This is an optimization exercise on Yosys and OpenROAD, whose aim is small area, not a production implementation.
At most, simulation tests tie the RTL to the original design; equivalence was not proved.
Power and IR drop assume default switching activity.

## before
// lcdnut_core
module lcdnut_core (
    input  wire        clk,
    input  wire        rst,
    input  wire        tick,
    input  wire [8:0]  cfg_prog_len,
    input  wire [15:0] cfg_t_half,
    input  wire [15:0] cfg_t_bit,
    input  wire [15:0] cfg_t_poll,
    input  wire [15:0] cfg_t_setup,
    input  wire [15:0] cfg_t_strobe,
    input  wire [15:0] cfg_t_proc,
    input  wire [15:0] cfg_t_pause,
    input  wire [15:0] cfg_t_pwrup,
    input  wire [2:0]  cfg_pin_rs,
    input  wire [2:0]  cfg_pin_e,
    input  wire [2:0]  cfg_pin_rx,
    input  wire [2:0]  cfg_pin_d0,
    input  wire [2:0]  cfg_pin_d1,
    input  wire [2:0]  cfg_pin_d2,
    input  wire [2:0]  cfg_pin_d3,
    input  wire [7:0]  cfg_cmd_8bit,
    input  wire [7:0]  cfg_cmd_4bit,
    input  wire [7:0]  cfg_cmd_func,
    input  wire [7:0]  cfg_cmd_dispon,
    input  wire [7:0]  cfg_cmd_entry,
    input  wire        cfg_oneshot_high,
    output wire [7:0]  prog_addr,
    input  wire [15:0] prog_data,
  ...
Size: ~650 cells after synthesis, about 67 flip-flops, about 5400 um^2 of cells after synthesis.
Settings: LEC_CHECK=0, CAP_MARGIN=20, CORE_MARGIN=2, CORE_UTILIZATION=40, CTS_BUF_LIST=sky130_fd_sc_hd__clkbuf_8, SLEW_MARGIN=20, BUFFER_PORTS_ARGS=-buffer_cell sky130_fd_sc_hd__buf_1; clock period 10.0 ns.
standard.sh (not shown) runs the stock make flow with config.mk's settings and CLKGATE_MAP_FILE= SYNTH_SCRIPT=/design/flow/synth_recipe.tcl, a recipe that flattens the netlist after the stock synthesis.
==> flow/flow/run.sh <==
#!/bin/bash
# Layout flow: the standard flow (standard.sh), with two changes that do
# not touch the design's constraints:
#  - synthesis is the standard flow's own script (synth_recipe.tcl, i.e. ORFS synth.tcl
#    with -nofsm -noshare, flatten and renaming), except that the final ABC
#    technology mapping uses the area-oriented script flow/area.abc; the
#    register mapping (dfflibmap) happens before ABC and is unchanged;
#  - the port buffers that ORFS inserts on every input and output use the
#    smallest buffer cell (buf_1).
# Each tool's output goes to the ORFS logs under orfs/logs; the make output
# goes to standard.log in this folder.
set -euo pipefail
W=$(pwd)
echo 'export BUFFER_PORTS_ARGS = -buffer_cell sky130_fd_sc_hd__buf_1' >> config.mk
sed "s#log_cmd abc {\*}\$abc_args#set abc_args [lreplace \$abc_args 1 1 $W/flow/area.abc]\n  log_cmd abc {*}\$abc_args#" \
    "$FLOW_HOME/scripts/synth.tcl" > "$W/synth_area.tcl"
grep -q "flow/area.abc" "$W/synth_area.tcl"
sed "s#source \$::env(SCRIPTS_DIR)/synth.tcl#source $W/synth_area.tcl#" synth_recipe.tcl > "$W/area_synth.tcl"
grep -q "synth_area.tcl" "$W/area_synth.tcl"
sed "s#SYNTH_SCRIPT=[^ ]*#SYNTH_SCRIPT=$W/area_synth.tcl#" standard.sh > "$W/area_standard.sh"
grep -q "SYNTH_SCRIPT=$W/area_synth.tcl" "$W/area_standard.sh"
bash "$W/area_standard.sh" > standard.log 2>&1
==> flow/flow/area.abc <==
&get -n
&st
&dch
&nf -R 1000 -p -C 32 -F 8
&put
topo
dnsize -c
before completed; timing, DRC and antenna clean
Inputs modified between before and after:
- CTS_BUF_LIST removed (was sky130_fd_sc_hd__clkbuf_8)
- CTS_ARGS newly set to -sink_clustering_enable -repair_clock_nets -buf_list sky130_fd_sc_hd__clkbuf_4 -dont_use_dummy_load -sink_clustering_size 8 -sink_clustering_max_diameter 30
-- flow/flow/run.sh --
<<< before, line 2
# Layout flow: the standard flow (standard.sh), with two changes that do
# not touch the design's constraints:
#  - synthesis is the standard flow's own script (synth_recipe.tcl, i.e. ORFS synth.tcl
#    with -nofsm -noshare, flatten and renaming), except that the final ABC
>>> after, line 2
# Layout flow: the standard flow (standard.sh) with these changes, none of
# which touches the design's constraints (clock, I/O delays, loads):
#  - synthesis is the standard flow's own script (synth_recipe.tcl: ORFS synth.tcl with
#    -nofsm -noshare, then flatten and renaming), except that the final ABC
<<< before, line 8
#  - the port buffers that ORFS inserts on every input and output use the
#    smallest buffer cell (buf_1).
>>> after, line 8
#  - flow/extra.mk is appended to config.mk: the port buffers that ORFS puts
#    on every input and output use the smallest buffer cell (buf_1), and
#    the clock tree options.
<<< before, line 14
echo 'export BUFFER_PORTS_ARGS = -buffer_cell sky130_fd_sc_hd__buf_1' >> config.mk
>>> after, line 15
cat flow/extra.mk >> config.mk
-- flow/flow/area.abc --
<<< before, line 3
>>> after, line 3
&deepsyn -T 30
==> flow/flow/extra.mk (new file) <==
export BUFFER_PORTS_ARGS = -buffer_cell sky130_fd_sc_hd__buf_1
export CTS_ARGS = -sink_clustering_enable -repair_clock_nets -buf_list sky130_fd_sc_hd__clkbuf_4 -dont_use_dummy_load -sink_clustering_size 8 -sink_clustering_max_diameter 30
==> comparison <==
Hold slack is higher on after
In after, the xor/xnor cell area share of the yosys netlist came out 0.20 points above the value in before.
From before to after the numbers moved as follows: area added between synthesis and finish lower; total power draw lower.
Wire length of the first global-routing pass delta (after − before): unfavourable
Die area (after over before): decrease, 550 um^2
Die span in y went down slightly going from before to after.
Comparing after and before, the higher routability congestion estimate is on before.
Of after and before, the lower routed length per placed instance belongs to before.

---

Another version of the RTL of lcdnut_core (not shown whole).
Size in the first run: roughly 640 cells after synthesis, ~300 I/O pins, about 5000 um2 of cells after synthesis.
==> flow/config.mk <==
export PLATFORM = sky130hd
export DESIGN_NAME = lcdnut_core
export DESIGN_NICKNAME = lcdnut_core
export VERILOG_FILES = /design/flow/design.v
export SDC_FILE = /design/flow/constraint.sdc
export NUM_CORES = 4
export LEC_CHECK = 0
export CAP_MARGIN = 20
export CORE_MARGIN = 2
export CORE_UTILIZATION = 75
export SLEW_MARGIN = 20
export BUFFER_PORTS_ARGS = -buffer_cell sky130_fd_sc_hd__buf_1
export CTS_ARGS = -sink_clustering_enable -repair_clock_nets -buf_list sky130_fd_sc_hd__clkbuf_4 -dont_use_dummy_load
==> flow/constraint.sdc <==
create_clock -name core_clock -period 10.0 [get_ports {clk}]
set_input_delay 2.0000 -clock core_clock [delete_from_list [all_inputs] [get_ports {clk}]]
set_output_delay 2.0000 -clock core_clock [all_outputs]
set_load 0.01 [all_outputs]
==> flow/flow/run.sh <==
#!/bin/bash
# Layout flow: the standard flow (standard.sh) with these changes, none of
# which touches the design's constraints (clock, I/O delays, loads):
#  - synthesis is the standard flow's own script (synth_recipe.tcl: ORFS synth.tcl with
#    -nofsm -noshare, then flatten and renaming), except that the final ABC
#    technology mapping uses the area-oriented script flow/area.abc; the
#    register mapping (dfflibmap) happens before ABC and is unchanged;
#    and yosys's half/full adder extraction is skipped, so that ABC maps
#    the (ripple) arithmetic with the rest of the logic;
#  - flow/extra.mk is appended to config.mk: the port buffers that ORFS puts
#    on every input and output use the smallest buffer cell (buf_1), and
#    the clock tree options.
# Each tool's output goes to the ORFS logs under orfs/logs; the make output
# goes to standard.log in this folder.
set -euo pipefail
W=$(pwd)
cat flow/extra.mk >> config.mk
sed "s#log_cmd abc {\*}\$abc_args#set abc_args [lreplace \$abc_args 1 1 $W/flow/area.abc]\n  log_cmd abc {*}\$abc_args#" \
    "$FLOW_HOME/scripts/synth.tcl" > "$W/synth_area.tcl"
grep -q "flow/area.abc" "$W/synth_area.tcl"
# no extraction of half/full adders: ABC maps the ripple logic itself
sed -i 's#\[dont_use_adder_kinds\] ne "none"#[dont_use_adder_kinds] ne "none" \&\& 0#' "$W/synth_area.tcl"
grep -q 'ne "none" && 0' "$W/synth_area.tcl"
sed "s#source \$::env(SCRIPTS_DIR)/synth.tcl#source $W/synth_area.tcl#" synth_recipe.tcl > "$W/area_synth.tcl"
grep -q "synth_area.tcl" "$W/area_synth.tcl"
sed "s#SYNTH_SCRIPT=[^ ]*#SYNTH_SCRIPT=$W/area_synth.tcl#" standard.sh > "$W/area_standard.sh"
grep -q "SYNTH_SCRIPT=$W/area_synth.tcl" "$W/area_standard.sh"
bash "$W/area_standard.sh" > standard.log 2>&1
==> flow/flow/area.abc <==
&get -n
&st
&deepsyn -T 30
&dch
&nf -R 1000 -p -C 32 -F 8
&put
topo
dnsize -c
==> flow/flow/extra.mk <==
export BUFFER_PORTS_ARGS = -buffer_cell sky130_fd_sc_hd__buf_1
export CTS_ARGS = -sink_clustering_enable -repair_clock_nets -buf_list sky130_fd_sc_hd__clkbuf_4 -dont_use_dummy_load
The first run died in 3_3_place_gp with GPL-0301.
==> next run, changes <==
==> flow/flow/extra.mk (replaced) <==
export BUFFER_PORTS_ARGS = -buffer_cell sky130_fd_sc_hd__buf_1
export CTS_ARGS = -sink_clustering_enable -repair_clock_nets -buf_list sky130_fd_sc_hd__clkbuf_4 -dont_use_dummy_load -sink_clustering_size 8 -sink_clustering_max_diameter 30
- CORE_UTILIZATION: 75 -> 40
- CTS_ARGS: -sink_clustering_enable -repair_clock_nets -buf_list sky130_fd_sc_hd__clkbuf_4 -dont_use_dummy_load -> -sink_clustering_enable -repair_clock_nets -buf_list sky130_fd_sc_hd__clkbuf_4 -dont_use_dummy_load -sink_clustering_size 8 -sink_clustering_max_diameter 30
Effect: The new run finished with timing, DRC and antenna clean. Synthesized cell count does not change. Area after synthesis stays the same.
==> next run, changes <==
- SYNTH_HIERARCHICAL: unset -> 1
- SYNTH_MINIMUM_KEEP_SIZE: unset -> 0
The changed run ran to the end with no violations.
Worst setup slack gets worse by 0.88 ns.
Global-route usage went down by 0.13 points.
Cell count went down by a few percent.
Utilization went up by 0.24 points.
Routed wire length went down slightly.
No run of this note included a check of the RTL's function; only the layout flow was run.

---

lcdnut_core again, from the RTL that the note above started with.
==> flow/config.mk <==
export PLATFORM = sky130hd
export DESIGN_NAME = lcdnut_core
export DESIGN_NICKNAME = lcdnut_core
export VERILOG_FILES = /design/flow/design.v
export SDC_FILE = /design/flow/constraint.sdc
export NUM_CORES = 4
export LEC_CHECK = 0
export CAP_MARGIN = 20
export CORE_MARGIN = 2
export CORE_UTILIZATION = 40
export SLEW_MARGIN = 20
export BUFFER_PORTS_ARGS = -buffer_cell sky130_fd_sc_hd__buf_1
export CTS_ARGS = -sink_clustering_enable -repair_clock_nets -buf_list sky130_fd_sc_hd__clkbuf_4 -dont_use_dummy_load -sink_buffer_max_cap_derate 0.5
==> flow/constraint.sdc <==
create_clock -name core_clock -period 10.0 [get_ports {clk}]
set_input_delay 2.0000 -clock core_clock [delete_from_list [all_inputs] [get_ports {clk}]]
set_output_delay 2.0000 -clock core_clock [all_outputs]
set_load 0.01 [all_outputs]
==> flow/flow/extra.mk <==
export BUFFER_PORTS_ARGS = -buffer_cell sky130_fd_sc_hd__buf_1
export CTS_ARGS = -sink_clustering_enable -repair_clock_nets -buf_list sky130_fd_sc_hd__clkbuf_4 -dont_use_dummy_load -sink_buffer_max_cap_derate 0.5
Scripts as last shown in full above: flow/flow/run.sh, flow/flow/area.abc
Edit:
==> flow/flow/extra.mk (replaced) <==
export BUFFER_PORTS_ARGS = -buffer_cell sky130_fd_sc_hd__buf_1
export CTS_ARGS = -sink_clustering_enable -repair_clock_nets -buf_list sky130_fd_sc_hd__clkbuf_4 -dont_use_dummy_load -sink_clustering_size 6 -sink_clustering_max_diameter 20
CTS_ARGS = -sink_clustering_enable -repair_clock_nets -buf_list sky130_fd_sc_hd__clkbuf_4 -dont_use_dummy_load -sink_clustering_size 6 -sink_clustering_max_diameter 20   (was -sink_clustering_enable -repair_clock_nets -buf_list sky130_fd_sc_hd__clkbuf_4 -dont_use_dummy_load -sink_buffer_max_cap_derate 0.5)
Result:
- The new run completed without violations
- via count stays the same
- non-clock buffer count stays the same
- flip-flop and latch count stays the same
- worst setup slack does not change
- total power does not change
- final area does not change
- routed wire length stays the same
Edit:
==> flow/flow/extra.mk (replaced) <==
export BUFFER_PORTS_ARGS = -buffer_cell sky130_fd_sc_hd__buf_1
export CTS_ARGS = -sink_clustering_enable -repair_clock_nets -buf_list "sky130_fd_sc_hd__clkbuf_4 sky130_fd_sc_hd__clkbuf_8" -dont_use_dummy_load
CTS_ARGS = -sink_clustering_enable -repair_clock_nets -buf_list "sky130_fd_sc_hd__clkbuf_4 sky130_fd_sc_hd__clkbuf_8" -dont_use_dummy_load   (was -sink_clustering_enable -repair_clock_nets -buf_list sky130_fd_sc_hd__clkbuf_4 -dont_use_dummy_load -sink_clustering_size 6 -sink_clustering_max_diameter 20)
The changed run went through all stages and came out clean.
Setup slack is better by 0.015 ns.
Power goes up by a few percent.
Cell area goes up slightly.
Global-route usage barely changes.
Die area stays the same.
Clock power grows by a quarter to a third.
Via count stays flat.
First-iteration DRC count stays flat.
Final cell count stays flat.
Maximum frequency stays flat.
Core utilization is higher by 0.44 points.
No functional check of the RTL was part of any run of this note.

## static timing again, ports no longer ideal
The flow's constraints put no driver on any port. The routed layouts listed below were extracted and timed again, unchanged, in two steps.
Step 1 assumes that a clkbuf_16 drives the clock port and a buf_2 every other input.
Step 2 times the ports against the registers' clock, not the clock port: input delays grow and output delays shrink by t, the midpoint of the rising clock arrivals with the driver on.
Three values: no drivers, after step 1, after step 2; two values: the first two.
run	shift t [ns]	slack for setup (ns)	pins driven straight from the clock port
before	0.380	1.978 / 1.959 / 1.655	1
after	0.439	3.547 / 3.522 / 3.522	1
the second run of note 2	0.452	2.984 / 2.952 / 2.952	1
the third run of note 2	0.473	2.107 / 2.084 / 1.990	1
the first run of note 3	0.452	2.984 / 2.952 / 2.952	1
the second run of note 3	0.452	2.984 / 2.952 / 2.952	1
the third run of note 3	0.379	2.999 / 2.968 / 2.968	1
After both steps setup and hold are still met in every run listed. For before, which loses most, drivers alone change the setup slack by -0.019 ns; drivers and shift together by -0.323 ns.
